Background: an optimization exercise with open tools, aiming at small area and a short achievable clock period. Do not read the settings as production practice.
In this exercise RTL edits were held to simulation tests only and were not proved equivalent to the original.
No activity file was given, so power comes from the tool's default toggle rates.

`flow/config.mk`:
```
export PLATFORM = sky130hd
export DESIGN_NAME = fdc_read
export DESIGN_NICKNAME = fdc_read
export VERILOG_FILES = /design/flow/design.v
export SDC_FILE = /design/flow/constraint.sdc
export NUM_CORES = 4
export LEC_CHECK = 0
export CAP_MARGIN = 20
export CORE_MARGIN = 2
export CORE_UTILIZATION = 70
export GPL_TIMING_DRIVEN = 0
export SETUP_SLACK_MARGIN = 4.4
export SLEW_MARGIN = 20
```
`flow/constraint.sdc`:
```
create_clock -name core_clock -period 7.0 [get_ports {clk}]
set_input_delay 1.4000 -clock core_clock [delete_from_list [all_inputs] [get_ports {clk}]]
set_output_delay 1.4000 -clock core_clock [all_outputs]
set_load 0.01 [all_outputs]
```
`flow/design.v`:
```
module fdc_pll (
    input  wire [10:0] counter,
    input  wire        ended_r,
    input  wire [4:0]  inc5,
    input  wire [2:0]  pcnt,
    input  wire [1:0]  fcls,
    input  wire        dir,
    input  wire [1:0]  hist,
    input  wire        lat_v,
    input  wire [2:0]  lat_c,
    output wire [10:0] cnext,      
    output wire        ended_n,    
    output wire [4:0]  inc5_n,     
    output wire [2:0]  pcnt_dec,   
    output wire [2:0]  cT,         
    output wire [2:0]  pcnt_T,     
    output wire [1:0]  fcls_T
);
    localparam [1:0] F_NONE = 2'd0, F_SAME = 2'd1, F_M1 = 2'd2;
    wire pnz  = pcnt != 3'd0;
    wire pgt1 = pcnt[2] | pcnt[1];
    wire fact = (fcls == F_SAME && pnz) || (fcls == F_M1 && pgt1);
    wire [4:0] inc_up = (inc5 == 5'd31) ? inc5 : inc5 + 5'd1;
    wire [4:0] inc_dn = (inc5 == 5'd6)  ? inc5 : inc5 - 5'd1;
    assign inc5_n   = fact ? (dir ? inc_dn : inc_up) : inc5;
    assign pcnt_dec = pnz ? pcnt - 3'd1 : 3'd0;
    wire [5:0] c_hi = counter[10:5];
    wire [5:0] r1   = {1'b0, counter[4:0]} + {1'b0, inc5};        
    wire [6:0] r2   = {2'b0, counter[4:0]} + {1'b0, inc5, 1'b0};  
    wire [5:0] l2   = {1'b0, counter[4:0]} + 6'd2;
    wire [10:0] s_fast = {c_hi + 6'd8 + {5'd0, l2[5]}, l2[4:0]};    
    wire [10:0] s_slow = {c_hi + 6'd1 + {5'd0, l2[5]}, l2[4:0]};    
    wire [10:0] s_inc  = {c_hi + 6'd4 + {5'd0, r1[5]}, r1[4:0]};    
    assign cnext = pnz ? (dir ? s_slow : s_fast) : s_inc;
    function ge_split(input [5:0] ch, input [6:0] r, input [10:0] t);
        begin
            ge_split = (ch > t[10:5]) ||
                       (ch == t[10:5]         && r >= {2'b00, t[4:0]}) ||
                       (ch == t[10:5] - 6'd1  && r >= {2'b00, t[4:0]} + 7'd32) ||
                       (ch == t[10:5] - 6'd2  && r >= {2'b00, t[4:0]} + 7'd64) ||
                       (ch == t[10:5] - 6'd3  && r >= {2'b00, t[4:0]} + 7'd96);
        end
    endfunction
    wire fup = (fcls == F_SAME) && !dir && inc5 != 5'd31;
    wire fdn = (fcls == F_SAME) &&  dir && inc5 != 5'd6;
    wire [6:0] r1x = {1'b0, r1};
    reg  end_pre;
    always @* begin
        if (pgt1)          end_pre = dir ? (counter >= 11'd1980) : (counter >= 11'd1532);
        else if (pcnt[0])  end_pre = dir ? (fdn ? ge_split(c_hi, r1x, 11'd1887) : ge_split(c_hi, r1x, 11'd1886))
                                         : (fup ? ge_split(c_hi, r1x, 11'd1661) : ge_split(c_hi, r1x, 11'd1662));
        else               end_pre = ge_split(c_hi, r2, 11'd1792);
    end
    assign ended_n = !ended_r && end_pre;
    assign cT = lat_v ? lat_c : counter[10:8];
    wire [1:0] qT = cT[2] ? cT[1:0] : ~cT[1:0];
    assign pcnt_T = {1'b0, qT} + 3'd1;
    assign fcls_T = ((hist == 2'd0 && !cT[2]) || (hist == 2'd3 && cT[2])) ? F_SAME :
                    (hist == 2'd1 || hist == 2'd2) ? F_M1 : F_NONE;
endmodule
module fdc_live (
    input  wire        bv,         
    input  wire [15:0] shift,
    input  wire [15:0] sync_r,
    input  wire [2:0]  bcnt,
    input  wire        st_sync,
    input  wire        ctl10,
    input  wire        st_wait,    
    output wire        m1,         
    output wire        m0,         
    output wire        c8,         
    output wire        spm1,       
    output wire        spm0,
    output wire        sps1,       
    output wire        sps0,
    output wire        due1,       
    output wire        due0,
    output wire [2:0]  bcnt_inc
);
    wire hi_eq = (shift[14:0] == sync_r[15:1]);
    assign m1   = hi_eq &  sync_r[0];
    assign m0   = hi_eq & ~sync_r[0];
    assign c8   = (bcnt == 3'd7);
    wire   ok   = c8 | !st_sync;
    assign spm1 = bv & m1 & ok;
    assign spm0 = bv & m0 & ok;
    assign sps1 = spm1 & ctl10 & st_wait;
    assign sps0 = spm0 & ctl10 & st_wait;
    assign due1 = bv & (c8 | (st_sync ? !m1 : m1));
    assign due0 = bv & (c8 | (st_sync ? !m0 : m0));
    assign bcnt_inc = bcnt + 3'd1;
endmodule
module fdc_dma (
    input  wire [15:0] len,
    input  wire [31:0] A,
    input  wire        F,
    input  wire [15:0] B,
    input  wire [1:0]  H,
    output wire [13:0] len_dec,    
    output wire        len_one,    
    output wire        len_nz,     
    output wire [31:0] L           
);
    localparam [1:0] H_NONE = 2'd0, H_HI = 2'd1, H_LO = 2'd2, H_ZERO = 2'd3;
    assign len_dec = len[13:0] - 14'd1;
    assign len_one = len[13:0] == 14'd1;
    assign len_nz  = len[13:0] != 14'd0;
    wire [31:0] Ainc = A + {30'd0, F, 1'b0};
    assign L = {H == H_HI ? B : H == H_ZERO ? 16'd0 : Ainc[31:16],
                H == H_LO ? B : H == H_ZERO ? 16'd0 : Ainc[15:0]};
endmodule
module fdc_read (
    input  wire        clk,
    input  wire        rst,
    input  wire        drive_active,
    input  wire        flux,
    input  wire        wr_en,
    input  wire [2:0]  wr_port,
    input  wire [15:0] wr_data,
    input  wire        rd_en,
    output wire [15:0] status,
    output reg         mem_we,
    output wire [31:0] mem_addr,
    output wire [15:0] mem_wdata,
    output reg         irq_sync,
    output reg         irq_done
);
    localparam [2:0] S_IDLE = 3'b000, S_WAIT = 3'b110, S_BYTE0 = 3'b100, S_BYTE1 = 3'b101;
    localparam [1:0] H_NONE = 2'd0, H_HI = 2'd1, H_LO = 2'd2, H_ZERO = 2'd3;
    reg running;
    reg run_st;     
    reg [10:0] counter;   
    reg        ended_r;   
    reg [4:0]  inc5;      
    reg [1:0]  hist;
    reg [2:0]  pcnt;
    reg [1:0]  fcls;
    reg        dir;
    reg        lat_v;     
    reg [2:0]  lat_c;     
    reg [15:0] shift;
    reg [2:0]  bcnt;      
    reg        st_sync, st_ready;
    reg [7:0]  st_data;
    reg [15:0] len;       
    reg [15:0] pend;      
    reg        pz;
    reg [15:0] sync_r;
    reg        ctl10;
    reg        dmaen;     
    reg [2:0]  state;
    reg [7:0]  hi;        
    reg [31:0] A;         
    reg        F;
    reg [15:0] B;
    reg [1:0]  H;
    wire start = drive_active && !running;
    wire [10:0] cnext;
    wire        ended_n;
    wire [4:0]  inc5_n;
    wire [2:0]  pcnt_dec, cT, pcnt_T;
    wire [1:0]  fcls_T;
    fdc_pll u_pll (
        .counter(counter), .ended_r(ended_r), .inc5(inc5), .pcnt(pcnt), .fcls(fcls),
        .dir(dir), .hist(hist), .lat_v(lat_v), .lat_c(lat_c),
        .cnext(cnext), .ended_n(ended_n), .inc5_n(inc5_n), .pcnt_dec(pcnt_dec),
        .cT(cT), .pcnt_T(pcnt_T), .fcls_T(fcls_T)
    );
    wire v = lat_v | flux;           
    wire bv = running & ended_r;     
    wire m1, m0, c8, spm1, spm0, sps1, sps0, due1, due0;
    wire [2:0] bcnt_inc;
    fdc_live u_live (
        .bv(bv), .shift(shift), .sync_r(sync_r), .bcnt(bcnt), .st_sync(st_sync),
        .ctl10(ctl10), .st_wait(state[1]),
        .m1(m1), .m0(m0), .c8(c8), .spm1(spm1), .spm0(spm0), .sps1(sps1), .sps0(sps0),
        .due1(due1), .due0(due0), .bcnt_inc(bcnt_inc)
    );
    wire match    = v ? m1 : m0;
    wire sp_match = v ? spm1 : spm0;
    wire sps      = v ? sps1 : sps0;     
    wire due      = v ? due1 : due0;     
    wire bv8      = bv & c8;             
    wire spb      = bv8 & !sps;
    wire [7:0] byte_v = {shift[6:0], v};
    wire [13:0] len_dec;
    wire        len_one, len_nz;
    wire [31:0] L;
    fdc_dma u_dma (
        .len(len), .A(A), .F(F), .B(B), .H(H),
        .len_dec(len_dec), .len_one(len_one), .len_nz(len_nz), .L(L)
    );
    wire st_b0 = state == S_BYTE0;
    wire wd    = bv8 & state[0];         
    wire xfer  = wd & len_one;
    wire [2:0] state_s = sps ? S_BYTE0 :
                         (bv8 & st_b0) ? S_BYTE1 :
                         wd ? (len_one ? S_IDLE : S_BYTE0) : state;
    wire [15:0] len_s  = wd ? {len[15:14], len_dec} : len;
    wire lens_nz = wd ? !len_one : len_nz;
    wire wr_len  = wr_en && wr_port == 3'd0;
    wire wr_sync = wr_en && wr_port == 3'd1;
    wire wr_ctl  = wr_en && wr_port == 3'd2;
    wire wr_den  = wr_en && wr_port == 3'd3;
    wire wr_ph   = wr_en && wr_port == 3'd5;
    wire wr_pl   = wr_en && wr_port == 3'd6;
    wire port_ok = wr_en && wr_port != 3'd4 && wr_port != 3'd7;
    wire len_eq  = !pz && wr_data == pend;
    wire len_acc = wr_len && (!wr_data[15] || len_eq);
    wire [15:0] len_w = len_acc ? wr_data : len_s;
    wire ctl_w   = wr_ctl ? wr_data[10] : ctl10;
    wire den_w   = wr_den ? (wr_data[9] & wr_data[4]) : dmaen;
    wire en_s    = len[15] && dmaen && lens_nz;
    reg  enabled;
    always @* begin
        case (wr_port)
            3'd0:    enabled = wr_data[15] && (len_eq ? (dmaen && wr_data[13:0] != 14'd0) : en_s);
            3'd3:    enabled = len[15] && wr_data[9] && wr_data[4] && lens_nz;
            default: enabled = en_s;
        endcase
    end
    wire [2:0] state_w = !port_ok ? state_s :
                         !enabled ? S_IDLE :
                         state_s[2] ? state_s : (ctl_w ? S_WAIT : S_BYTE0);
    always @(posedge clk) begin
        running <= drive_active;
        run_st  <= drive_active && !rst;
        B <= wr_data;
        A <= L;         
        if (wr_len) pend <= wr_data;      
        if (bv8 && st_b0) hi <= byte_v;   
        if (rst) begin
            counter <= 11'd0; ended_r <= 1'b0; inc5 <= 5'd18; hist <= 2'd0;
            pcnt <= 3'd0; lat_v <= 1'b0;
            shift <= 16'd0; bcnt <= 3'd0; st_sync <= 1'b0; st_ready <= 1'b0; st_data <= 8'd0;
            len <= 16'd0; pz <= 1'b1; sync_r <= 16'd0; ctl10 <= 1'b0; dmaen <= 1'b0;
            state <= S_IDLE;
            F <= 1'b0; H <= H_ZERO;
            mem_we <= 1'b0; irq_sync <= 1'b0; irq_done <= 1'b0;
        end else begin
            if (start) begin
                counter <= 11'd0; ended_r <= 1'b0; inc5 <= 5'd18; hist <= 2'd0;
                pcnt <= 3'd0; lat_v <= 1'b0;
            end else if (running) begin
                counter <= cnext;
                ended_r <= ended_n;
                inc5    <= inc5_n;
                if (ended_r) begin
                    lat_v <= 1'b0;
                    if (v) begin
                        pcnt <= pcnt_T; fcls <= fcls_T; dir <= cT[2];
                        hist <= {cT[2], hist[1]};
                    end else begin
                        pcnt <= 3'd0;
                    end
                end else begin
                    lat_v <= v;
                    lat_c <= cT;
                    pcnt  <= pcnt_dec;
                end
            end
            if (start) begin
                shift <= 16'd0; bcnt <= 3'd0;
            end else if (bv) begin
                shift <= {shift[14:0], v};
                bcnt  <= (sps || c8) ? 3'd0 : bcnt_inc;
            end
            if (due)
                st_sync <= match;
            if (spb) begin
                st_data  <= byte_v;
                st_ready <= 1'b1;
            end else if (rd_en && running)
                st_ready <= 1'b0;
            len   <= len_w;
            if (wr_len) pz <= 1'b0;
            if (wr_sync) sync_r <= wr_data;
            ctl10 <= ctl_w;
            dmaen <= den_w;
            state <= state_w;
            F <= wd;
            H <= wr_ph ? H_HI : wr_pl ? H_LO : H_NONE;
            mem_we   <= wd;
            irq_sync <= sp_match;
            irq_done <= xfer;
        end
    end
    assign mem_addr  = A;
    assign mem_wdata = {hi, st_data};
    assign status = run_st ? {st_ready, state[2], 1'b0, st_sync, 4'd0, st_data} : 16'd0;
endmodule
```
`flow/flow/run.sh`:
```
#!/bin/bash
# Standard ORFS layout (the standard.sh) with these changes:
#  - port buffers are sky130_fd_sc_hd__buf_2 instead of the resizer's default
#    choice (a delay cell);
#  - clock tree synthesis without dummy loads;
#  - the slow multi-input OR cells are not used (synthesis maps to NOR/NAND
#    forms instead); they are added to the platform's own don't-use list.
set -euo pipefail
export BUFFER_PORTS_ARGS="-buffer_cell sky130_fd_sc_hd__buf_2"
export CTS_ARGS="-sink_clustering_enable -repair_clock_nets -buf_list sky130_fd_sc_hd__clkbuf_8 -dont_use_dummy_load"
platform="sky130_fd_sc_hd__lpflow_bleeder_1 sky130_fd_sc_hd__lpflow_clkbufkapwr_1 sky130_fd_sc_hd__lpflow_clkbufkapwr_16 sky130_fd_sc_hd__lpflow_clkbufkapwr_2 sky130_fd_sc_hd__lpflow_clkbufkapwr_4 sky130_fd_sc_hd__lpflow_clkbufkapwr_8 sky130_fd_sc_hd__lpflow_clkinvkapwr_1 sky130_fd_sc_hd__lpflow_clkinvkapwr_16 sky130_fd_sc_hd__lpflow_clkinvkapwr_2 sky130_fd_sc_hd__lpflow_clkinvkapwr_4 sky130_fd_sc_hd__lpflow_clkinvkapwr_8 sky130_fd_sc_hd__lpflow_decapkapwr_12 sky130_fd_sc_hd__lpflow_decapkapwr_3 sky130_fd_sc_hd__lpflow_decapkapwr_4 sky130_fd_sc_hd__lpflow_decapkapwr_6 sky130_fd_sc_hd__lpflow_decapkapwr_8 sky130_fd_sc_hd__lpflow_inputiso0n_1 sky130_fd_sc_hd__lpflow_inputiso0p_1 sky130_fd_sc_hd__lpflow_inputiso1n_1 sky130_fd_sc_hd__lpflow_inputiso1p_1 sky130_fd_sc_hd__lpflow_inputisolatch_1 sky130_fd_sc_hd__lpflow_isobufsrc_1 sky130_fd_sc_hd__lpflow_isobufsrc_16 sky130_fd_sc_hd__lpflow_isobufsrc_2 sky130_fd_sc_hd__lpflow_isobufsrc_4 sky130_fd_sc_hd__lpflow_isobufsrc_8 sky130_fd_sc_hd__lpflow_isobufsrckapwr_16 sky130_fd_sc_hd__lpflow_lsbuf_lh_hl_isowell_tap_1 sky130_fd_sc_hd__lpflow_lsbuf_lh_hl_isowell_tap_2 sky130_fd_sc_hd__lpflow_lsbuf_lh_hl_isowell_tap_4 sky130_fd_sc_hd__lpflow_lsbuf_lh_isowell_4 sky130_fd_sc_hd__lpflow_lsbuf_lh_isowell_tap_1 sky130_fd_sc_hd__lpflow_lsbuf_lh_isowell_tap_2 sky130_fd_sc_hd__lpflow_lsbuf_lh_isowell_tap_4 sky130_fd_sc_hd__probe_p_8 sky130_fd_sc_hd__probec_p_8 "
slow=""
for c in or3_1 or3_2 or3_4 or3b_1 or3b_2 or3b_4 or4_1 or4_2 or4_4 or4b_1 or4b_2 or4b_4 or4bb_1 or4bb_2 or4bb_4; do
  slow="$slow sky130_fd_sc_hd__$c"
done
bash standard.sh "DONT_USE_CELLS=$platform$slow" finish > standard_flow.log 2>&1
```
`flow/standard.sh`:
```
#!/bin/bash
# synth_recipe.tcl (not shown) runs the flow's synth.tcl, then flattens the netlist and writes it again
# the make line also repeats each setting of config.mk as NAME=value (left out here)
make -C /OpenROAD-flow-scripts/flow DESIGN_CONFIG=/design/flow/config.mk WORK_HOME=/design/flow/orfs CLKGATE_MAP_FILE= SYNTH_SCRIPT=/design/flow/synth_recipe.tcl "${@:-finish}"
```
==> flow_results.org, run 1 <==
** Status
- The run finished with no timing, DRC or antenna violations.

** Worst hold path
- Hold Path Class :: reg -> reg

** Cells and area
- In the final layout, the share of cells above drive strength 1 is 0.1481.
- Sequential cell area :: 3782 um2
- The number of antenna diodes in the final layout is 0.
- After the last flow step, the layout net total stands at 1093.
- The multi-input combinational cells in the finished layout cover a total of 4363 um2.
- Area growth from synthesis to final layout :: 11.96%
- Area of all placed cells without fillers :: 9405 um2
- The filler cells instantiated in the layout total 877.

** Synthesis
- Primary flip-flop cell chosen by synthesis mapping :: sky130_fd_sc_hd__dfxtp_1
- Register bit count reported by yosys :: 173
- Sequential area share after synthesis :: 0.4492
- Unique cell type count in the Yosys netlist :: 63
- Synthesized netlist cell count :: 926
- Area of the mapped netlist :: 8401 um2
- Post-synth EDFFs :: 31
- Averaged over all synthesized cells, the footprint is 9.072 um2.
- Ys Warns :: 2
- Asr flop ratio synth :: 0

** Timing
- Setup violations remaining at the end of the flow were counted as 0.
- Headroom to the max-slew limit came out at 0.5381.
- Number of hold-slack violations in the final timing report :: 0
- Final total negative setup slack :: 0 ns
- At the pin with the least slew margin, the transition time is 0.6928 ns.
- Subtracting the final worst setup slack from the clock period gives 2.606 ns.
- Final clock period utilization by the worst path :: 0.3722
- RSZ-0062 raised after global routing :: yes
- The worst path meets setup with 4.394 ns of slack.
- For the final database, setup skew stands at 0.02124 ns.
- Derived from the worst setup path, the maximum achievable clock frequency is 0.3838 GHz.
- Max-slew violations :: 0

** Die
- In this run the horizontal extent of the chip is 113.6 um.
- The die is 113.6 um tall.
- The floorplan step defined a die boundary enclosing 12890 um2.
- During I/O placement, the number of pins put on the boundary was 92.
- The floorplan has 40 rows.
- The initial utilization of the core area, before any placement, comes to 0.7082.
- The core region is 11860 um2.

** Detailed routing
- Wire length per cell :: 16.60 um
- Total DRC errors in the routed layout :: 0
- For this run, the detailed router's first-pass iteration total came to 8.
- After detailed routing, the total wire length is 19.59 mm.
- The count of nets left with antenna violations once routing finished came out at 0.
- Via Count :: 7004
- Using the TritonRoute via totals, the vias-per-cell ratio works out to 5.936.
- The first routing iteration left 485 violations.

** Worst setup path
- For the worst setup path, the data arrival time is 1.21 ns.
- Critical path fanouts, max :: 10
- The worst setup path is of the reg -> out kind.
- Crit-path slowest cell :: sky130_fd_sc_hd__dfxtp_2
- On the critical path the largest part of the delay comes from flip-flops.
- Critical Path Sink Type :: primary output
- The setup check on the worst reg-to-reg path leaves a slack of 4.55 ns.
- The worst setup path is launched from a register.
- For the worst setup path, the data required time is 5.60 ns.
- Delay of the slowest critical-path stage :: 0.33 ns
- The critical path contains buffers and inverters numbering 2 combined.
- The signal on the critical path passes through buf_8, and2_1, buf_2.

** Place
- Summing all placed instances gives a cell area of 9061 um2.
- Dpl ws :: 3.837 ns
- Port buffering added 83 buffers.
- Half-perimeter wire length after placement :: 14.37 mm
- Final estimated routing congestion in global placement :: 0.8881

** Pwr
- Dividing total power by cell area gives a power density of 191.7 nW/um2.
- The design draws 1803 uW.
- Peak VDD IR :: 0.1341 mV
- Cell leakage power :: 0.003724 uW

** Clocking
- The clock drives 173 sinks.
- The clock reaches the later pin of the worst-skew pair after 0.47 ns.
- CTS tree :: yes
- Clock tree synthesis selected as its root buffer the cell sky130_fd_sc_hd__clkbuf_8.
- Longest Clk Path Bufs :: 2
- Clock-pin slew was measured on the worst setup and hold paths at 0.08 ns.
- CTS H-Tree Depth :: 4
- In this run, CTS created clock tree buffers numbering 17.

** Flow run
- # Max-Cap Violations :: 0

** GRT
- First-pass GRT wire length :: 31.64 mm
- The via count of the first global-routing pass came to 6444.
- Entering global routing, the biggest net connects 17 pins.
- The number of antenna violations at the first check in global routing was 0.
- For this run, the total global-route usage over all layers was measured as 0.3104.
- Gr ovfl total :: 0
power by group:
group	internal [uW]	switching, uW	total, uW
registers	1050	33.1	1080
logic	80.7	122	202
clock network	214	306	520
total	1340	461	1800
cell usage in the layout, fill, tap and decap left out, drive strengths merged, types with 5 or more instances in the layout:
cell,instances
and4,5
clkbuf,55
and3,14
mux2i,20
nand3b,17
xnor2,52
dfxtp,142
nor4,8
o21ai,37
o22ai,19
and2,18
ha,30
a21oi,56
xor2,38
nand2,119
o31ai,6
inv,29
conb,5
nand3,43
nor3,18
nand4,15
a211oi,20
edfxtp,31
nor2,80
buf,101
metrics by stage:
stage	hold slack [ns]	utilization	std cells
after floorplan	0.4229	-	930
final	0.4647	0.7929	1180
after global routing	0.4860	0.7929	1180
after detailed placement	0.4480	0.7639	1161
after CTS	0.4598	0.7859	1180
after global placement	0.4355	0.7628	1160
area by class of cell:
class,instances,area share
clock buffers,17,0.02488
plain buffers,53,0.02967
well taps,147,0.01956
flip-flops and latches,173,0.4022
inverters,30,0.01197
repair buffers,86,0.04789
multi-input cells,674,0.4639
path summary, 6_finish.rpt:
path / startpoint / endpoint / depth (start not counted)
setup / recovery: run_st$_DFF_P_ / status[4] / 3
setup reg to reg: inc5[0]$_SDFFE_PP0P_ / ended_r$_SDFFE_PP0P_ / 10
hold reg to reg: pz$_SDFFE_PP1P_ / pz$_SDFFE_PP1P_ / 2
hold / removal: pz$_SDFFE_PP1P_ / pz$_SDFFE_PP1P_ / 2
what timing repair did:
item | in CTS | in global routing
hold buffers | 0 | 0
setup endpoints to repair | 23 | 32
setup buffers | 2 | 0
resized for setup | 4 | 24
pin swaps | 1 | 4
worst register-to-register path: stages (launching register included):
cell and delay (ns):
sky130_fd_sc_hd__dfxtp_4 0.39, sky130_fd_sc_hd__ha_1 0.17, sky130_fd_sc_hd__inv_1 0.06, sky130_fd_sc_hd__fa_1 0.41, sky130_fd_sc_hd__nand2b_1 0.17, sky130_fd_sc_hd__a21oi_2 0.16
sky130_fd_sc_hd__xor2_1 0.23, sky130_fd_sc_hd__nand4_1 0.12, sky130_fd_sc_hd__a221oi_1 0.29, sky130_fd_sc_hd__o21ai_0 0.16, sky130_fd_sc_hd__a31oi_1 0.20
logic make-up (layout without fill, tap and decap cells):
logic type | Yosys count | in the layout | share of synthesized area
buf+inv | 83 | 186 | 0.04289
other cells | 1 | 5 | 0.0004464
fa+ha+maj | 33 | 33 | 0.05183
compound gates | 172 | 172 | 0.1265
mux | 22 | 22 | 0.02651
flops | 173 | 173 | 0.4492
simple gates | 352 | 352 | 0.2088
xor+xnor | 90 | 90 | 0.09383
synthesized netlist by cell type, types with 3 or more instances:
cell / n / area (um2)
sky130_fd_sc_hd__clkbuf_1: 34 / 127.6
sky130_fd_sc_hd__nor4_1: 6 / 37.54
sky130_fd_sc_hd__nor2_1: 80 / 300.3
sky130_fd_sc_hd__nand2_1: 119 / 446.7
sky130_fd_sc_hd__a311o_1: 3 / 30.03
sky130_fd_sc_hd__xor2_1: 38 / 332.8
sky130_fd_sc_hd__nor2b_1: 4 / 25.02
sky130_fd_sc_hd__a31oi_1: 4 / 25.02
sky130_fd_sc_hd__fa_1: 3 / 60.06
sky130_fd_sc_hd__o21ai_0: 37 / 185.2
sky130_fd_sc_hd__inv_1: 29 / 108.9
sky130_fd_sc_hd__a21oi_1: 56 / 280.3
sky130_fd_sc_hd__and2_1: 17 / 106.4
sky130_fd_sc_hd__edfxtp_1: 31 / 930.9
sky130_fd_sc_hd__o211ai_1: 3 / 22.52
sky130_fd_sc_hd__a22oi_1: 3 / 22.52
sky130_fd_sc_hd__and3_1: 14 / 87.58
sky130_fd_sc_hd__buf_4: 7 / 52.55
sky130_fd_sc_hd__nand3b_1: 17 / 127.6
sky130_fd_sc_hd__buf_2: 4 / 20.02
sky130_fd_sc_hd__nand4_1: 15 / 93.84
sky130_fd_sc_hd__nand3_1: 41 / 205.2
sky130_fd_sc_hd__dfxtp_1: 142 / 2843
sky130_fd_sc_hd__nor3_1: 16 / 80.08
sky130_fd_sc_hd__mux2i_1: 20 / 200.2
sky130_fd_sc_hd__xnor2_1: 52 / 455.4
sky130_fd_sc_hd__a21o_1: 4 / 30.03
sky130_fd_sc_hd__ha_1: 30 / 375.4
sky130_fd_sc_hd__o22ai_1: 19 / 118.9
sky130_fd_sc_hd__nand2b_1: 4 / 25.02
sky130_fd_sc_hd__buf_1: 4 / 15.01
sky130_fd_sc_hd__o31ai_1: 6 / 45.04
sky130_fd_sc_hd__and4_1: 5 / 43.79
sky130_fd_sc_hd__a211oi_1: 20 / 150.1
metal layers:
layer / global-route usage / share of wire / vias up
met4: 0.1252 / 0.029 / 0
li1: - / - / 3427
met2: 0.5030 / 0.46 / 263
met3: 0.06217 / 0.066 / 46
met1: 0.4111 / 0.45 / 3268
met5: 0 / 0 / -
sequential cells by signal, summed over array words and instances (netlist names), 3 cells and up:
| signal | flops |
|---|---|
| lat_c | 3 |
| inc5 | 5 |
| state | 3 |
| bcnt | 3 |
| st_data | 8 |
| B | 16 |
| shift | 15 |
| pcnt | 3 |
| sync_r | 16 |
| A | 32 |
| pend | 16 |
| hi | 8 |
| len | 15 |
| counter | 11 |
==> run 2: changes to the inputs <==
--- a/flow/config.mk
+++ b/flow/config.mk
@@ -9,5 +9,5 @@
 export CORE_MARGIN = 2
 export CORE_UTILIZATION = 70
-export GPL_TIMING_DRIVEN = 0
+export GPL_ROUTABILITY_DRIVEN = 0
 export SETUP_SLACK_MARGIN = 4.4
 export SLEW_MARGIN = 20
==> flow_results.org, run 2 <==
** Timing
- Setup repair after global routing could not meet its margin everywhere.
- Number of hold-slack violations in the final timing report :: 0 (unchanged)
- Final clock period utilization by the worst path :: 0.3744 (+0.002154)
- Max-slew violations :: 0 (unchanged)
- The final setup skew came to 0.03225 ns (+0.01101 ns).
- Slew at the pin closest to its max-slew limit :: 0.9269 ns (+0.2341 ns)
- Post-layout worst setup margin :: 4.379 ns (-0.01508 ns)
- Final total negative setup slack :: 0 ns (unchanged)
- The highest achievable clock rate was 0.3816 GHz (-0.58%).
- Final critical delay including setup and external delays :: 2.621 ns (+0.01508 ns)
- Relative slew margins :: 0.3787 (-0.1594)
- The number of endpoints failing setup at the final stage is 0 (unchanged).

** Synthesis
- The count of cell types in the netlist is 63 (unchanged).
- The area share of the leading cell type in the synthesized netlist was 0.3384 (unchanged).
- Primary flip-flop cell chosen by synthesis mapping :: sky130_fd_sc_hd__dfxtp_1
- Combinational family with the most area after synthesis :: simple AND/OR/NAND/NOR gates
- The number of warnings reported in the yosys synthesis log came to 2 (unchanged).
- The synthesized design spends more area on one cell type than any other, namely sky130_fd_sc_hd__dfxtp_1.
- Sequential area share after synthesis :: 0.4492 (unchanged)
- Post-synth EDFFs :: 31 (unchanged)
- Area of the mapped netlist :: 8401 um2 (unchanged)
- By count the netlist is led by sky130_fd_sc_hd__dfxtp_1, sky130_fd_sc_hd__nand2_1, sky130_fd_sc_hd__nor2_1.
- Multiplexer area fraction after synthesis :: 0.02651 (unchanged)
- Post-synthesis compound-gate area fraction :: 0.1265 (unchanged)
- Post-Syn Area per Cell :: 9.072 um2 (unchanged)
- Area contributors post-synth :: sky130_fd_sc_hd__dfxtp_1, sky130_fd_sc_hd__edfxtp_1, sky130_fd_sc_hd__xnor2_1
- The adder-cell area share of the yosys netlist was 0.05183 (unchanged).
- By instance count, the leading cell after synthesis is sky130_fd_sc_hd__dfxtp_1.
- The xor/xnor cell area share of the yosys netlist is 0.09383 (unchanged).
- Simple-gate share of the synthesized area :: 0.2088 (unchanged)
- Synthesized netlist cell count :: 926 (unchanged)
- The proportion of register bits with asynchronous set or reset after synthesis came to 0 (unchanged).
- Register bit count reported by yosys :: 173 (unchanged)

** GRT
- The maximum number of pins on one net before global-route repair was 52 (+35).
- GRT busiest layer :: met2
- The global-route congestion overflow total was 0 (unchanged).
- The number of antenna violations at the first check in global routing was 0 (unchanged).
- GR met3 Demand/Resource :: 0.05579 (-0.006376)
- GRT Util Overall :: 0.3106 (about the same)
- The routing usage on met1 was 0.4026 (-0.008492).
- First-pass GRT wire length :: 31.77 mm (+0.41%)
- The via count of the first global-routing pass came to 6489 (+0.70%).
- Global Route met2 Usage :: 0.5277 (+0.02475)

** Worst setup path
- The highest net fanout along the worst path came to 11 (+1).
- Data arrival time at the worst-slack endpoint :: 1.22 ns (about the same)
- Critical Path Source Type :: register
- The setup path with the least slack is of type reg -> out.
- The worst setup path is captured at a primary output.
- CP Data Required Time :: 5.60 ns (about the same)

** Die
- The chip height is 113.6 um (unchanged).
- Number of standard-cell rows in the floorplan :: 40 (unchanged)
- The number of I/O pins came to 92 (unchanged).
- Placeable core area :: 11860 um2 (unchanged)
- The starting density of the core is 0.7082 (unchanged).
- Die ar. :: 12890 um2 (unchanged)
- The die extent in x was 113.6 um (unchanged).

** Cells and area
- Share of cells above drive strength 1 :: 0.1531 (+0.004959)
- The library cell used most frequently in the layout, excluding fill and tap cells, is sky130_fd_sc_hd__dfxtp_1.
- The number of flip-flops in the largest register is 32 (unchanged).
- Final nets :: 1053 (-3.7%)
- Leading cell types in the layout, fill and taps excluded :: sky130_fd_sc_hd__dfxtp_1, sky130_fd_sc_hd__nand2_1, sky130_fd_sc_hd__buf_2, sky130_fd_sc_hd__nor2_1, sky130_fd_sc_hd__a21oi_1
- The antenna cell count was 0 (unchanged).
- Number of fill cells in the layout :: 879 (+0.23%)
- Register with the highest flop count :: A
- Compared with the post-synthesis result, the final layout area differs by 9.934%.

** Pwr
- The switching fraction of total power is 0.2502 (-0.005460).
- The leakage dissipation is 0.003632 uW (-2.5%).
- The reported net switching power is 445.8 uW (-3.2%).
- The internal power component was 1336 uW (-0.41%).
- The part of the total power dissipated in sequential elements is 0.610 (+0.011).
- Peak VDD IR :: 0.1389 mV (+3.6%)
- PwrDens :: 193.0 nW/um2 (+0.68%)
- The share of power burned in combinational logic was 0.105 (-0.007).
- Clock network power share :: 0.285 (-0.004)

** Clocking
- Number of buffers created by CTS :: 17 (unchanged)
- Master cell of the clock root buffer :: sky130_fd_sc_hd__clkbuf_8
- TritonCTS built the clock tree.
- Insertion delay to the later sink of the worst-skew pair :: 0.45 ns (-0.02 ns)
- Clock tree sinks :: 173 (unchanged)
- Clock-pin slew reported for the worst setup and hold paths after clock tree synthesis :: 0.08 ns (about the same)
- CTS H-Tree Depth :: 4 (unchanged)
- Longest Clk Path Bufs :: 2 (unchanged)

** Detailed routing
- The total iterations of the first detailed-routing run came to 6 (-2).
- The via density per instance is 6.035 (+1.7%).
- The total number of vias came to 6880 (-1.8%).
- The DRC violations left is 0 (unchanged).
- The first-iteration detailed-routing DRC count is 525 (+8.2%).
- Wire length per cell :: 17.17 um (+3.5%)
- The final antenna-violating net count was 0 (unchanged).
- Total length of routed wires :: 19.58 mm (about the same)

** Worst hold path
- Hold Path Class :: reg -> reg

** Place
- Number of buffer cells added on primary ports :: 86 (+3.6%)
- The worst setup timing slack at the placement stage was 3.517 ns (-0.3200 ns).
- Half-perimeter wire length after placement :: 13.82 mm (-3.8%)

** Flow run
- # Max-Cap Violations :: 0 (unchanged)

** Status
- The run finished with no timing, DRC or antenna violations.
-- run 2: area by class of cell --
cell class | count | area [um2] | area share
sequential | 173 | 3786 | 0.4100
timing repair buffer | 97 | 518.0 | 0.05609
tap | 147 | 183.9 | 0.01992
clock buffer | 17 | 234.0 | 0.02534
multi-input combinational | 676 | 4400 | 0.4765
inverter | 30 | 112.6 | 0.01219
-- run 2: routing by layer --
layer	vias up	share of wire
li1	3340	-
met5	-	0
met3	34	0.057
met4	0	0.023
met2	218	0.49
met1	3288	0.43
-- run 2: critical path, stage by stage, from the launching register on --
cell and delay (ns):
sky130_fd_sc_hd__dfxtp_4 0.42, sky130_fd_sc_hd__and2_1 0.20, sky130_fd_sc_hd__buf_2 0.15
-- run 2: repair_timing --
item | 4_1_cts | 5_1_grt
resized for setup | 11 | 18
gates cloned | 2 | 0
setup endpoints to repair | 65 | 27
pin swaps | 2 | 4
buffers inserted | 1 | 6
hold buffers | 0 | 0
-- run 2: cell families (layout without fill, tap and decap cells) --
logic type | Yosys count | after routing
adder cells (fa/ha/maj) | 33 | 33
AND/OR/NAND/NOR | 352 | 352
other | 1 | 5
AO/OA/AOI/OAI | 172 | 174
XOR/XNOR | 90 | 90
multiplexers | 22 | 22
flip-flops | 173 | 173
buffers and inverters | 83 | 144
-- run 2: power by group through the flow --
stage / logic (uW) / clock network (uW) / registers (uW)
global placement: 172 / 0 / 1110
finish: 187 / 508 / 1090
floorplan: 121 / 0 / 1100
global route: 206 / 553 / 1090
CTS: 181 / 515 / 1090
detailed placement: 178 / 0 / 1110
-- run 2: final timing paths --
path / startpoint / endpoint / slack (ns) / depth (start not counted)
hold reg to reg: pz$_SDFFE_PP1P_ / pz$_SDFFE_PP1P_ / 0.45 / 2
setup / recovery: run_st$_DFF_P_ / status[12] / 4.38 / 2
hold / removal: pz$_SDFFE_PP1P_ / pz$_SDFFE_PP1P_ / 0.45 / 2
setup reg to reg: inc5[0]$_SDFFE_PP0P_ / ended_r$_SDFFE_PP0P_ / 4.63 / 11
-- run 2: through the flow --
| step | cells | util | power [uW] | cell area [um2] | hold slack (ns) |
|---|---|---|---|---|---|
| after floorplan | 930 | - | 1224 | 8448 | 0.4229 |
| after global routing | 1140 | 0.7786 | 1851 | 9235 | 0.4805 |
| after global placement | 1114 | 0.7445 | 1278 | 8831 | 0.4383 |
| final | 1140 | 0.7786 | 1782 | 9235 | 0.4456 |
| after CTS | 1134 | 0.7691 | 1782 | 9123 | 0.4450 |
| after detailed placement | 1114 | 0.7445 | 1287 | 8831 | 0.4340 |
==> run 3: changes to the inputs <==
--- a/flow/config.mk
+++ b/flow/config.mk
@@ -9,5 +9,4 @@
 export CORE_MARGIN = 2
 export CORE_UTILIZATION = 70
-export GPL_ROUTABILITY_DRIVEN = 0
-export SETUP_SLACK_MARGIN = 4.4
+export SETUP_SLACK_MARGIN = 4.35
 export SLEW_MARGIN = 20
==> flow_results.org, run 3 <==
** Timing
- Final clock period utilization by the worst path :: 0.3704 (-0.003953)
- The final hold slack came to 0.4606 ns (+0.01501 ns).
- The actual transition at the worst max-transition pin came to 0.9815 ns (+0.05456 ns).
- RSZ-0062 raised after global routing :: yes
- The minimum period implied by the final worst setup slack was 2.593 ns (-0.02767 ns).
- The number of endpoints failing setup at the final stage came to 0 (unchanged).
- The final-report hold violation count was 0 (unchanged).
- The final setup skew was 0.02869 ns (-0.003563 ns).
- Final total negative setup slack :: 0 ns (unchanged)
- Max-slew violations :: 0 (unchanged)
- The highest achievable clock rate was 0.3857 GHz (+1.1%).
- The relative slew slack is 0.3421 (-0.03657).

** Worst setup path
- The worst setup path is launched from a register.
- Critical path fanouts, max :: 11 (unchanged)
- CP Data Required Time :: 5.60 ns (about the same)
- The worst endpoint data arrival time was 1.19 ns (-0.03 ns).
- The worst reg-to-reg path cell count came to 9 (-2).
- Critical Path Sink Type :: primary output
- Critical path class :: reg -> out

** Pwr
- The share of power burned in combinational logic is 0.103 (-0.002).
- Peak VDD IR :: 0.1569 mV (+13%)
- PwrDens :: 194.5 nW/um2 (+0.78%)
- The internal power component came to 1335 uW (about the same).
- The part of the total power dissipated in sequential elements is 0.608 (-0.002).
- Net switching power figure :: 453.4 uW (+1.7%)
- The leakage dissipation was 0.003607 uW (-0.69%).
- The switching fraction of total power came to 0.2535 (+0.003337).
- Clock network power share :: 0.289 (+0.004)

** Cells and area
- The number of flip-flops in the largest register was 32 (unchanged).
- The library cell used most frequently in the layout, excluding fill and tap cells, is sky130_fd_sc_hd__dfxtp_1.
- The antenna cell count is 0 (unchanged).
- Leading cell types in the layout, fill and taps excluded :: sky130_fd_sc_hd__dfxtp_1, sky130_fd_sc_hd__nand2_1, sky130_fd_sc_hd__buf_2, sky130_fd_sc_hd__nor2_1, sky130_fd_sc_hd__a21oi_1
- Counting flops per register, the top entry is A.
- Final nets :: 1052 (-0.095%)
- The fraction of layout cells with a size suffix above 1 was 0.1492 (-0.003878).
- Area growth from synthesis to final layout :: 9.488%

** Clocking
- Clock-pin slew reported for the worst setup and hold paths after clock tree synthesis :: 0.08 ns (about the same)
- CTS tree :: yes
- The largest buffer count on any clock path came to 2 (unchanged).
- Insertion delay to the later sink of the worst-skew pair :: 0.45 ns (about the same)
- The H-tree depth is 4 (unchanged).
- Number of buffers created by CTS :: 17 (unchanged)
- Hold-fix buffers at CTS :: 0 (unchanged)
- Master cell of the clock root buffer :: sky130_fd_sc_hd__clkbuf_8
- Clock tree sinks :: 173 (unchanged)

** Detailed routing
- The final antenna-violating net count came to 0 (unchanged).
- Drt first pass iters :: 5 (-1)
- The via density per instance was 6.103 (+1.1%).
- Number of DRC markers in iteration 0 :: 474 (-9.7%)
- The total wirelength of the detailed-routed design came to 19.76 mm (+0.93%).
- The total number of vias came to 6951 (+1.0%).
- The DRC violations left was 0 (unchanged).
- The average wire per cell in the routed design was 17.35 um (+1.0%).

** Synthesis
- The most common cell in the synthesized netlist is sky130_fd_sc_hd__dfxtp_1.
- The area of the mapped netlist came to 8401 um2 (unchanged).
- Biggest area consumer among synthesized cells :: sky130_fd_sc_hd__dfxtp_1
- Register bit count reported by yosys :: 173 (unchanged)
- Area contributors post-synth :: sky130_fd_sc_hd__dfxtp_1, sky130_fd_sc_hd__edfxtp_1, sky130_fd_sc_hd__xnor2_1
- The number of flops mapped to enable cells by yosys was 31 (unchanged).
- The synthesized instance count was 926 (unchanged).
- The number of warnings reported in the yosys synthesis log came to 2 (unchanged).
- Cell types with the highest counts after synthesis :: sky130_fd_sc_hd__dfxtp_1, sky130_fd_sc_hd__nand2_1, sky130_fd_sc_hd__nor2_1
- In the synthesized netlist the dominant register cell turns out to be sky130_fd_sc_hd__dfxtp_1.
- Asr flop ratio synth :: 0 (unchanged)
- Unique cell type count in the Yosys netlist :: 63 (unchanged)
- The average instance area after synthesis was 9.072 um2 (unchanged).
- The part of the Yosys area used for sequential elements is 0.4492 (unchanged).
- The area share of the leading cell type in the synthesized netlist came to 0.3384 (unchanged).

** GRT
- Global Route met2 Usage :: 0.5222 (-0.005589)
- Antenna violations before repair :: 0 (unchanged)
- The via count of the first global-routing pass is 6511 (+0.34%).
- The maximum number of pins on one net before global-route repair was 52 (unchanged).
- The global-route congestion overflow total is 0 (unchanged).
- Global routing usage on met1 :: 0.3954 (-0.007116)
- GR met3 Demand/Resource :: 0.05526 (-0.0005313)
- First-pass GRT wire length :: 32.00 mm (+0.72%)
- GRT busiest layer :: met2
- GRT Util Overall :: 0.3116 (+0.001050)

** Place
- Final estimated routing congestion in global placement :: 0.9006
- Half-perimeter wire length after placement :: 13.87 mm (+0.34%)
- Number of buffer cells added on primary ports :: 86 (unchanged)

** Die
- Number of standard-cell rows in the floorplan :: 40 (unchanged)
- The area of the placeable core was 11860 um2 (unchanged).
- Initial Utilization :: 0.7082 (unchanged)
- The chip height came to 113.6 um (unchanged).
- Overall die width :: 113.6 um (unchanged)
- The number of I/O pins came to 92 (unchanged).
- The floorplan die area is 12890 um2 (unchanged).

** Worst hold path
- The hold path depth came to 2 (unchanged).
- Hold Path Class :: reg -> reg

** Flow run
- # Max-Cap Violations :: 0 (unchanged)

** Status
- Result of the run :: no timing/DRC/antenna violations
## run 3: cell counts after synthesis
No cell type changed its count.
## run 3: worst paths after layout
path	startpoint	slack, ns	to
hold / removal	pz$_SDFFE_PP1P_	0.46	pz$_SDFFE_PP1P_
setup / recovery	run_st$_DFF_P_	4.41	status[14]
setup reg to reg	counter[1]$_SDFFE_PP0P_	4.52	ended_r$_SDFFE_PP0P_
hold reg to reg	pz$_SDFFE_PP1P_	0.46	pz$_SDFFE_PP1P_
## run 3: repair_timing
item / 4_1_cts / 5_1_grt
buffers inserted: 0 / 5
gates resized for setup: 8 / 14
cloned: 1 / 2
pin swaps: 1 / 4
setup endpoints to repair: 64 / 22
## run 3: cells by family after synthesis
| group | Yosys count | share of synthesized area |
|---|---|---|
| mux | 22 | 0.02651 |
| flops | 173 | 0.4492 |
| fa+ha+maj | 33 | 0.05183 |
| buf+inv | 83 | 0.04289 |
| other cells | 1 | 0.0004464 |
| compound gates | 172 | 0.1265 |
| xor+xnor | 90 | 0.09383 |
| simple gates | 352 | 0.2088 |
## run 3: power groups by stage
stage	registers, uW	clock network (uW)	logic, uW
3_3_place_gp	1110	0	173
2_1_floorplan	1100	0	121
4_1_cts	1090	522	180
6_report	1090	518	184
3_5_place_dp	1110	0	179
5_1_grt	1090	557	203
## run 3: routing by layer
layer	routed length, um	share of wire
met1	8280	0.42
met2	9666	0.49
met3	1178	0.060
met4	632	0.032
met5	0	0
## run 3: final cells by class
class / instances / area [um2]
clock buffer: 17 / 234.0
inverter: 30 / 112.6
sequential: 173 / 3782
tap: 147 / 183.9
multi-input combinational: 677 / 4382
timing repair buffer: 95 / 503.0
fill: 855 / 2664
## run 3: critical path, cell delays in order, from the launching register on
cell                      delay (ns)
sky130_fd_sc_hd__dfxtp_4        0.42
sky130_fd_sc_hd__and2_1         0.18
sky130_fd_sc_hd__buf_2          0.14
## run 3: metrics by stage
step                total power (uW)  instance area [um2]    util  worst slack, ns  cells
detailed placement              1287                 8826  0.7441            3.484   1114
finish                          1789                 9198  0.7754            4.407   1139
global placement                1280                 8826  0.7441            3.564   1114
CTS                             1788                 9090  0.7664            4.371   1132
floorplan                       1224                 8443       -            4.342    930
global route                    1852                 9198  0.7754            4.350   1139
==> run 4: changes to the inputs <==
--- a/flow/config.mk
+++ b/flow/config.mk
@@ -9,4 +9,4 @@
 export CORE_MARGIN = 2
 export CORE_UTILIZATION = 70
-export SETUP_SLACK_MARGIN = 4.35
+export SETUP_SLACK_MARGIN = 4.45
 export SLEW_MARGIN = 20
==> flow_results.org, run 4 <==
** GRT
- Maximum number of pins on one net before global-route repair :: 52 (unchanged)
- Via count of the first global-routing pass :: 6480 (-0.48%)
- Gr ovfl total :: 0 (unchanged)
- First-pass GRT wire length :: 31.84 mm (-0.52%)
- GRT Util Overall :: 0.3106 (-0.001034)
- Antenna violations before repair :: 0 (unchanged)

** Detailed routing
- Total DRC errors in the routed layout :: 0 (unchanged)
- The total wirelength of the detailed-routed design came to 20.51 mm (+3.8%).
- DRT antenna net count :: 0 (unchanged)
- The via density per instance is 6.202 (+1.6%).
- The first-iteration detailed-routing DRC count came to 563 (+19%).
- Via Count :: 7076 (+1.8%)
- Drt first pass iters :: 5 (unchanged)
- Wire length per cell :: 17.97 um (+3.6%)

** Synthesis
- The synthesized instance count came to 926 (unchanged).
- The number of warnings reported in the yosys synthesis log is 2 (unchanged).
- Of all cell types, the one taking the most synthesized area is sky130_fd_sc_hd__dfxtp_1.
- The register bit total from synthesis came to 173 (unchanged).
- Counting instances in the post-synthesis netlist gives the leading cell types as sky130_fd_sc_hd__dfxtp_1, sky130_fd_sc_hd__nand2_1, sky130_fd_sc_hd__nor2_1.
- Sequential area share after synthesis :: 0.4492 (unchanged)
- Most frequent cell after synthesis :: sky130_fd_sc_hd__dfxtp_1
- Post-synth EDFFs :: 31 (unchanged)
- The average instance area after synthesis is 9.072 um2 (unchanged).
- The area of the mapped netlist came to 8401 um2 (unchanged).
- The proportion of register bits with asynchronous set or reset after synthesis came to 0 (unchanged).
- Primary flip-flop cell chosen by synthesis mapping :: sky130_fd_sc_hd__dfxtp_1
- Unique cell type count in the Yosys netlist :: 63 (unchanged)
- The area share of the leading cell type in the synthesized netlist came to 0.3384 (unchanged).
- In the post-synthesis netlist, the biggest area contributors are sky130_fd_sc_hd__dfxtp_1, sky130_fd_sc_hd__edfxtp_1, sky130_fd_sc_hd__xnor2_1.

** Flow run
- # Max-Cap Violations :: 0 (unchanged)

** Pwr
- Cell leakage power :: 0.003731 uW (+3.5%)
- The ratio of total power to cell area came to 189.8 nW/um2 (-2.4%).
- The maximum resistive drop on vdd came to 0.1246 mV (-21%).

** Clocking
- The largest buffer count on any clock path was 2 (unchanged).
- Hold-fix buffers at CTS :: 0 (unchanged)
- The clock network latency to the later pin of the worst-skew pair came to 0.47 ns (+0.02 ns).
- The clock transition at the registers of the reported paths came to 0.08 ns (about the same).
- The number of buffers created by CTS came to 17 (unchanged).
- CTS H-Tree Depth :: 4 (unchanged)
- Master cell of the clock root buffer :: sky130_fd_sc_hd__clkbuf_8
- CTS tree :: yes
- The number of clock sinks is 173 (unchanged).

** Timing
- Post-layout worst setup margin :: 4.385 ns (-0.02232 ns)
- Number of hold-slack violations in the final timing report :: 0 (unchanged)
- Final total negative setup slack :: 0 ns (unchanged)
- The share of the clock period used by the worst path after layout is 0.3736 (+0.003189).
- Final critical delay including setup and external delays :: 2.615 ns (+0.02232 ns)
- The highest achievable clock rate is 0.3824 GHz (-0.85%).
- The relative slew slack was 0.4911 (+0.1490).
- RSZ-0062 raised after global routing :: yes
- Max Clock Skew :: 0.03279 ns (+0.004097 ns)
- The number of endpoints failing setup at the final stage came to 0 (unchanged).
- The count of final max-slew check failures came to 0 (unchanged).
- The actual transition at the worst max-transition pin was 0.7615 ns (-0.2200 ns).

** Die
- Die ar. :: 12890 um2 (unchanged)
- Overall die width :: 113.6 um (unchanged)
- Die extent in y :: 113.6 um (unchanged)
- Number of standard-cell rows in the floorplan :: 40 (unchanged)
- Initial Utilization :: 0.7082 (unchanged)
- Placeable core area :: 11860 um2 (unchanged)
- The number of I/O pins is 92 (unchanged).

** Worst setup path
- Family of cells with the greatest summed delay on the critical path :: flip-flops
- Critical Path Sink Type :: primary output
- The required time of the critical path is 5.60 ns (about the same).
- Critical Path Source Type :: register
- Crit-path slowest cell :: sky130_fd_sc_hd__dfxtp_4
- Among the stages of the critical path, the cell type that occurs most often is sky130_fd_sc_hd__buf_6.
- The delay of the slowest cell on the worst path came to 0.36 ns (-0.06 ns).
- Data arrival time at the worst-slack endpoint :: 1.22 ns (+0.03 ns)
- Ordered cell list for the critical path :: buf_6, and2_4, buf_6
- The critical path in this run is classified as reg -> out.
- Critical path fanouts, max :: 5 (-6)
- Buffering stage count on the worst path with inverters included :: 2 (+1)

** Place
- Final estimated routing congestion in global placement :: 0.8986 (-0.22%)
- The total of buffers placed on input and output ports came to 86 (unchanged).
- Half-perimeter wire length after placement :: 14.04 mm (+1.3%)
- Placed instance count :: 1114 (unchanged)
- The worst setup timing slack at the placement stage was 3.466 ns (-0.01743 ns).

** Cells and area
- The number of flip-flops in the largest register was 32 (unchanged).
- From synthesis to final layout, the design area changed by 12.79%.
- Final cell utilization of the core :: 0.7988 (+0.02342)
- Commonest non-fill, non-tap cell in the layout :: sky130_fd_sc_hd__dfxtp_1
- More flip-flops sit in one register than any other, and that register is A.
- The count of non-filler cells in the finished layout is 1141 (+0.18%).
- Final nets :: 1054 (+0.19%)
- The fraction of layout cells with a size suffix above 1 was 0.1771 (+0.02787).
- Antenna diode count :: 0 (unchanged)
- In the layout the commonest cells are sky130_fd_sc_hd__dfxtp_1, sky130_fd_sc_hd__nand2_1, sky130_fd_sc_hd__nor2_1, sky130_fd_sc_hd__buf_2, sky130_fd_sc_hd__a21oi_1.
- Number of fill cells in the layout :: 774 (-9.5%)

** Worst hold path
- The tightest min-delay check is of the reg -> reg type.

** Status
- Result of the run :: no timing/DRC/antenna violations
==> run 4: cell counts after synthesis <==
Identical to the previous run, type by type.
==> run 4: final cells by class <==
cell class,count,area (um2),area share
Clock buffer,17,234.0,0.02469
Tap cell,147,183.9,0.01941
Inverter,30,112.6,0.01188
Multi-Input combinational cell,676,4528,0.4779
Sequential cell,173,3784,0.3993
Timing Repair Buffer,98,633.1,0.06682
==> run 4: routing by layer <==
| layer | vias to the layer above | routed length, um | track usage |
|---|---|---|---|
| met5 | - | 0 | 0 |
| met2 | 286 | 10150 | 0.5377 |
| met3 | 41 | 1143 | 0.05260 |
| met1 | 3401 | 8646 | 0.3917 |
| met4 | 0 | 566 | 0.1163 |
| li1 | 3348 | - | - |
==> run 4: logic make-up (layout without fill, tap and decap cells) <==
logic type / count (synthesis) / count (layout) / synth area share
and+or+nand+nor: 352 / 352 / 0.2088
DFF: 173 / 173 / 0.4492
AOI/OAI and AO/OA: 172 / 174 / 0.1265
xor gates and xnor gates: 90 / 90 / 0.09383
buffers and inverters: 83 / 145 / 0.04289
adders and majority gates: 33 / 33 / 0.05183
muxes: 22 / 22 / 0.02651
other: 1 / 5 / 0.0004464
==> run 4: timing repair <==
| action | 4_1_cts | 5_1_grt |
|---|---|---|
| cloned | 1 | 2 |
| buffers inserted | 0 | 7 |
| resized for setup | 10 | 77 |
| pin swaps | 1 | 19 |
| endpoints found under the setup margin | 68 | 51 |
==> run 4: path summary, 6_finish.rpt <==
path,from,slack (ns),cells past startpoint,endpoint
setup / recovery,run_st$_DFF_P_,4.38,3,status[12]
hold / removal,pz$_SDFFE_PP1P_,0.47,2,pz$_SDFFE_PP1P_
setup reg to reg,inc5[0]$_SDFFE_PP0P_,4.54,10,ended_r$_SDFFE_PP0P_
hold reg to reg,pz$_SDFFE_PP1P_,0.47,2,pz$_SDFFE_PP1P_
==> run 4: metrics by stage <==
| stage | power, uW | hold WS, ns | instance area (um2) |
|---|---|---|---|
| floorplan | 1225 | 0.4229 | 8452 |
| global placement | 1278 | 0.4303 | 8833 |
| detailed placement | 1287 | 0.4556 | 8833 |
| CTS | 1788 | 0.4683 | 9109 |
| global route | 1864 | 0.4988 | 9475 |
| finish | 1798 | 0.4725 | 9475 |
==> run 4: worst min-delay path, delay by kind of cell, from the launching register on <==
kind	cells	cell delay, ns
DFF	1	0.32
and+or+nand+nor	2	0.11
==> run 4: power breakdown <==
| part | total [uW] | switching [uW] | internal [uW] |
|---|---|---|---|
| clock network | 515 | 301 | 214 |
| logic | 194 | 114 | 80.6 |
| registers | 1090 | 41.5 | 1050 |
==> run 5: changes to the inputs <==
--- a/flow/config.mk
+++ b/flow/config.mk
@@ -9,4 +9,4 @@
 export CORE_MARGIN = 2
 export CORE_UTILIZATION = 70
-export SETUP_SLACK_MARGIN = 4.45
+export SETUP_SLACK_MARGIN = 4.4
 export SLEW_MARGIN = 20
==> flow_results.org, run 5 <==
** Synthesis
- The synthesized instance count was 926 (unchanged).
- Register bit count reported by yosys :: 173 (unchanged)
- Post-synth EDFFs :: 31 (unchanged)
- Most frequent cell after synthesis :: sky130_fd_sc_hd__dfxtp_1
- The average instance area after synthesis was 9.072 um2 (unchanged).
- Ys Warns :: 2 (unchanged)
- Biggest area consumer among synthesized cells :: sky130_fd_sc_hd__dfxtp_1
- Primary flip-flop cell chosen by synthesis mapping :: sky130_fd_sc_hd__dfxtp_1
- Sorting the synthesized cells by area gives the leading types as sky130_fd_sc_hd__dfxtp_1, sky130_fd_sc_hd__edfxtp_1, sky130_fd_sc_hd__xnor2_1.
- The part of the Yosys area used for sequential elements was 0.4492 (unchanged).
- The area share of the leading cell type in the synthesized netlist is 0.3384 (unchanged).
- Unique cell type count in the Yosys netlist :: 63 (unchanged)
- Area of the mapped netlist :: 8401 um2 (unchanged)
- Asr flop ratio synth :: 0 (unchanged)
- Cell types with the highest counts after synthesis :: sky130_fd_sc_hd__dfxtp_1, sky130_fd_sc_hd__nand2_1, sky130_fd_sc_hd__nor2_1

** Worst setup path
- The highest net fanout along the worst path came to 11 (+6).
- Ordered cell list for the critical path :: and2_1, buf_2
- Among all stages on the critical path, the largest delay is contributed by sky130_fd_sc_hd__dfxtp_4.
- The worst endpoint data arrival time was 1.21 ns (about the same).
- The required time of the critical path was 5.60 ns (about the same).
- The setup path with the least slack is of type reg -> out.
- Critical Path Sink Type :: primary output
- STA classifies the critical path startpoint as a register.
- Buffering stage count on the worst path with inverters included :: 1 (-1)
- Delay of the slowest critical-path stage :: 0.42 ns (+0.06 ns)
- Family of cells with the greatest summed delay on the critical path :: flip-flops

** Cells and area
- Commonest non-fill, non-tap cell in the layout :: sky130_fd_sc_hd__dfxtp_1
- The number of flip-flops in the largest register came to 32 (unchanged).
- Final cell utilization of the core :: 0.7696 (-0.02922)
- Final nets :: 1046 (-0.76%)
- Share of cells above drive strength 1 :: 0.1430 (-0.03406)
- Counting flops per register, the top entry is A.
- Area growth from synthesis to final layout :: 8.669%
- The post-route cell area is 9129 um2 (-3.7%).
- Number of standard cells in the layout, taps in and fillers out :: 1133 (-0.70%)
- Leading cell types in the layout, fill and taps excluded :: sky130_fd_sc_hd__dfxtp_1, sky130_fd_sc_hd__nand2_1, sky130_fd_sc_hd__buf_2, sky130_fd_sc_hd__nor2_1, sky130_fd_sc_hd__a21oi_1
- The antenna cell count was 0 (unchanged).

** Detailed routing
- The average wire per cell in the routed design is 17.12 um (-4.8%).
- DRT antenna net count :: 0 (unchanged)
- The via density per instance came to 6.056 (-2.3%).
- The total wirelength of the detailed-routed design is 19.39 mm (-5.4%).
- The total iterations of the first detailed-routing run came to 5 (unchanged).
- The total number of vias was 6862 (-3.0%).
- The DRC violations left is 0 (unchanged).
- The first-iteration detailed-routing DRC count came to 419 (-26%).

** GRT
- The via count of the first global-routing pass was 6515 (+0.54%).
- The number of antenna violations at the first check in global routing is 0 (unchanged).
- GRT Util Overall :: 0.3069 (-0.003685)
- The maximum number of pins on one net before global-route repair was 52 (unchanged).
- The global-route wire length before repair was 31.26 mm (-1.8%).
- The global-route congestion overflow total was 0 (unchanged).

** Timing
- The number of endpoints failing setup at the final stage came to 0 (unchanged).
- Final critical delay including setup and external delays :: 2.609 ns (-0.006380 ns)
- Max-slew violations :: 0 (unchanged)
- Max Clock Skew :: 0.02960 ns (-0.003185 ns)
- Setup repair after global routing could not meet its margin everywhere.
- Number of hold-slack violations in the final timing report :: 0 (unchanged)
- The highest achievable clock rate was 0.3833 GHz (+0.24%).
- Final total negative setup slack :: 0 ns (unchanged)
- The share of the clock period used by the worst path after layout is 0.3727 (-0.0009114).
- The actual transition at the worst max-transition pin came to 0.9247 ns (+0.1632 ns).
- The relative slew slack is 0.3802 (-0.1110).

** Pwr
- PwrDens :: 195.7 nW/um2 (+3.1%)
- Part of the total power dissipated in sequential elements :: 0.608 (+0.002)
- The switching fraction of total power was 0.2532 (-0.0004314).
- Cell leakage power :: 0.003582 uW (-4.0%)
- The clock group share of total power is 0.289 (+0.003).
- Proportion of power drawn by combinational gates :: 0.102 (-0.006)
- Internal Power :: 1334 uW (-0.57%)
- Net switching power figure :: 452.4 uW (-0.80%)
- Peak VDD IR :: 0.1533 mV (+23%)

** Status
- The flow ran to the end and the layout has no timing, DRC or antenna violations.

** Clocking
- Number of buffers created by CTS :: 17 (unchanged)
- Insertion delay to the later sink of the worst-skew pair :: 0.47 ns (about the same)
- The H-tree depth came to 4 (unchanged).
- Clock tree sinks :: 173 (unchanged)
- Clock-pin slew reported for the worst setup and hold paths after clock tree synthesis :: 0.08 ns (about the same)
- TritonCTS built the clock tree.
- The number of hold-repair buffers added at the cts stage is 0 (unchanged).
- The largest buffer count on any clock path is 2 (unchanged).
- Master cell of the clock root buffer :: sky130_fd_sc_hd__clkbuf_8

** Die
- The number of standard-cell rows in the floorplan is 40 (unchanged).
- The number of I/O pins is 92 (unchanged).
- Overall die width :: 113.6 um (unchanged)
- The chip height is 113.6 um (unchanged).
- The floorplan die area came to 12890 um2 (unchanged).
- Initial Utilization :: 0.7082 (unchanged)
- Placeable core area :: 11860 um2 (unchanged)

** Flow run
- The max-capacitance violation count was 0 (unchanged).

** Place
- Final estimated routing congestion in global placement :: 0.8906 (-0.89%)
- The HPWL after detailed placement was 13.89 mm (-1.1%).
- The number of cells in the design after placement is 1114 (unchanged).
- Number of buffer cells added on primary ports :: 86 (unchanged)
- The area of placed instances was 8831 um2 (about the same).

** Worst hold path
- Hold Path Class :: reg -> reg
-- run 5: cell counts after synthesis --
Identical to the previous run, type by type.
-- run 5: power by group through the flow --
| stage | Combinational, uW | Sequential (uW) | Clock, uW |
|---|---|---|---|
| final | 183 | 1090 | 517 |
| after global routing | 202 | 1090 | 560 |
| after CTS | 181 | 1090 | 522 |
| after detailed placement | 180 | 1110 | 0 |
| after global placement | 173 | 1110 | 0 |
| after floorplan | 121 | 1100 | 0 |
-- run 5: final timing paths --
| path | start | to | slack (ns) | cells past startpoint |
|---|---|---|---|---|
| worst max-delay path | run_st$_DFF_P_ | status[14] | 4.39 | 2 |
| worst min-delay path | pz$_SDFFE_PP1P_ | pz$_SDFFE_PP1P_ | 0.46 | 2 |
| worst max register to register | inc5[0]$_SDFFE_PP0P_ | ended_r$_SDFFE_PP0P_ | 4.50 | 10 |
| worst min register to register | pz$_SDFFE_PP1P_ | pz$_SDFFE_PP1P_ | 0.46 | 2 |
-- run 5: layout make-up --
| class | count | area, um2 |
|---|---|---|
| multi-input combinational | 674 | 4337 |
| sequential | 173 | 3784 |
| fill | 866 | 2733 |
| timing repair buffer | 92 | 478.0 |
| clock buffer | 17 | 234.0 |
| tap | 147 | 183.9 |
| inverter | 30 | 112.6 |
-- run 5: worst reg2reg max path, cell delays in order, from the launching register on --
cell and delay [ns]:
sky130_fd_sc_hd__dfxtp_2 0.39, sky130_fd_sc_hd__ha_1 0.20, sky130_fd_sc_hd__inv_1 0.06, sky130_fd_sc_hd__fa_1 0.40, sky130_fd_sc_hd__nand2b_1 0.17, sky130_fd_sc_hd__a21oi_1 0.20
sky130_fd_sc_hd__xor2_1 0.24, sky130_fd_sc_hd__nand4_1 0.11, sky130_fd_sc_hd__a221oi_1 0.32, sky130_fd_sc_hd__o21ai_0 0.17, sky130_fd_sc_hd__a31oi_1 0.18
-- run 5: cell families after synthesis --
kind of cell | share of synthesized area
fa+ha+maj | 0.05183
flops | 0.4492
mux | 0.02651
simple gates | 0.2088
compound gates | 0.1265
buf+inv | 0.04289
xor+xnor | 0.09383
other cells | 0.0004464
-- run 5: metal layers --
metal	part of all wire	track usage
met1	0.43	0.3802
met2	0.49	0.5186
met3	0.058	0.07067
met4	0.030	0.1285
met5	0	0
-- run 5: per-stage QoR --
| step | total power, uW | worst slack [ns] | hold slack [ns] |
|---|---|---|---|
| floorplan | 1224 | 4.342 | 0.4229 |
| global placement | 1279 | 3.554 | 0.4394 |
| detailed placement | 1288 | 3.509 | 0.4448 |
| CTS | 1789 | 4.382 | 0.4555 |
| global route | 1854 | 4.318 | 0.4868 |
| finish | 1787 | 4.391 | 0.4575 |
-- run 5: what timing repair did --
| item | 4_1_cts | 5_1_grt |
|---|---|---|
| endpoints found under the setup margin | 65 | 26 |
| pin swaps | 0 | 1 |
| gates resized for setup | 7 | 10 |
| setup buffers | 0 | 2 |
==> run 6: changes to the inputs <==
--- a/flow/config.mk
+++ b/flow/config.mk
@@ -9,4 +9,5 @@
 export CORE_MARGIN = 2
 export CORE_UTILIZATION = 70
+export PLACE_DENSITY = 0.8
 export SETUP_SLACK_MARGIN = 4.4
 export SLEW_MARGIN = 20
==> flow_results.org, run 6 <==
** Cells and area
- The number of flip-flops in the largest register is 32 (unchanged).
- Register with the highest flop count :: A
- Area growth from synthesis to final layout :: 9.547%

** GRT
- The global-route congestion overflow total was 0 (unchanged).

** Place
- Half-perimeter wire length after placement :: 15.13 mm (+8.9%)
- The final weighted congestion in routability-driven placement came to 0.9304 (+4.5%).
- Number of buffer cells added on primary ports :: 86 (unchanged)
- Placed instance count :: 1116 (+0.18%)

** Synthesis
- Unique cell type count in the Yosys netlist :: 63 (unchanged)
- After synthesis, the most frequently instantiated cells are sky130_fd_sc_hd__dfxtp_1, sky130_fd_sc_hd__nand2_1, sky130_fd_sc_hd__nor2_1.
- Fraction of synthesized cell area taken by the top area cell type :: 0.3384 (unchanged)
- Most frequent cell after synthesis :: sky130_fd_sc_hd__dfxtp_1
- Post-Synth XOR/XNOR Area :: 0.09383 (unchanged)

** Clocking
- TritonCTS built the clock tree.
- The clock transition at the registers of the reported paths was 0.08 ns (about the same).
- Insertion delay to the later sink of the worst-skew pair :: 0.45 ns (-0.02 ns)
- Longest Clk Path Bufs :: 2 (unchanged)
- The tree is rooted in a sky130_fd_sc_hd__clkbuf_8.

** Worst hold path
- Hold Path Class :: reg -> reg
- Min-Delay Path Depth :: 2 (unchanged)

** Status
- The flow ran to the end and the layout has no timing, DRC or antenna violations.

** Die
- Die extent in y :: 113.6 um (unchanged)
- Die ar. :: 12890 um2 (unchanged)
- Number of primary I/O pins :: 92 (unchanged)

** Worst setup path
- The kind of cell with the highest combined delay along the critical path is flip-flops.
- CP Data Required Time :: 5.60 ns (about the same)
- The largest individual stage delay along the critical path comes from the cell sky130_fd_sc_hd__dfxtp_4.

** Timing
- The count of final max-slew check failures is 0 (unchanged).
- Slew at the pin closest to its max-slew limit :: 0.7836 ns (-0.1411 ns)
- The final hold slack was 0.4684 ns (+0.01093 ns).

** Pwr
- The leakage dissipation was 0.003617 uW (+0.99%).

** Detailed routing
- Drt first pass iters :: 5 (unchanged)
- The first-iteration detailed-routing DRC count was 676 (+61%).
- The total wirelength of the detailed-routed design was 21.15 mm (+9.1%).
run 6: cell counts after synthesis:
No cell type changed its count.
run 6: worst reg2reg max path: stages, from the launching register on:
cell and delay (ns):
sky130_fd_sc_hd__dfxtp_2 0.39, sky130_fd_sc_hd__ha_1 0.19, sky130_fd_sc_hd__inv_1 0.06, sky130_fd_sc_hd__fa_1 0.41, sky130_fd_sc_hd__nand2b_1 0.17, sky130_fd_sc_hd__a21oi_1 0.16
sky130_fd_sc_hd__xor2_1 0.27, sky130_fd_sc_hd__nand4_1 0.18, sky130_fd_sc_hd__a221oi_1 0.32, sky130_fd_sc_hd__o21ai_0 0.14, sky130_fd_sc_hd__a31oi_1 0.17
run 6: routing by layer:
layer  vias to the layer above  GRT usage  part of all wire
met5                         -          0                 0
met4                         0     0.1504             0.036
met3                        48    0.04782             0.054
met2                       272     0.5992              0.52
met1                      3325     0.3924              0.39
li1                       3335          -                 -
run 6: final cells by class:
class,count,area (um2)
clock buffer,17,234.0
fill,857,2659
inverter,30,112.6
multi-input combinational,676,4389
sequential,173,3782
tap,147,183.9
timing repair buffer,95,500.5
run 6: cell families (layout without fill, tap and decap cells):
family / Yosys count / after routing
AOI/OAI and AO/OA: 172 / 174
xor gates and xnor gates: 90 / 90
adders and majority gates: 33 / 33
buffers and inverters: 83 / 142
DFF: 173 / 173
muxes: 22 / 22
other: 1 / 5
and+or+nand+nor: 352 / 352
run 6: metrics by stage:
stage                       util  instance area [um2]
after floorplan                -                 8448
after global routing      0.7758                 9203
final                     0.7758                 9203
after detailed placement  0.7458                 8846
after global placement    0.7458                 8846
after CTS                 0.7667                 9094
run 6: what timing repair did:
| item | in CTS | in global routing |
|---|---|---|
| hold endpoints to repair | 0 | 0 |
| gates resized for setup | 5 | 15 |
| setup buffers | 0 | 3 |
| pin swaps | 0 | 5 |
| cloned | 0 | 2 |
| setup endpoints to repair | 26 | 37 |
run 6: where the power goes:
part / switching, uW / internal (uW) / leakage (uW)
Sequential: 41.7 / 1050 / 0.00145
Clock: 310 / 215 / 0.000122
Combinational: 114 / 75.5 / 0.00205
Total: 466 / 1340 / 0.00362
run 6: path summary, 6_finish.rpt:
path,from,to,slack (ns)
worst min register to register,pz$_SDFFE_PP1P_,pz$_SDFFE_PP1P_,0.47
worst max-delay path,run_st$_DFF_P_,status[14],4.39
worst min-delay path,pz$_SDFFE_PP1P_,pz$_SDFFE_PP1P_,0.47
worst max register to register,inc5[0]$_SDFFE_PP0P_,ended_r$_SDFFE_PP0P_,4.48

Check on run 6: ideal ports give 4.388 ns setup slack; a clkbuf_16 on the clock port and buf_2 on the inputs give 4.349 ns; moving port delays by the midpoint clock arrival (0.481 ns) as well gives 3.936 ns.
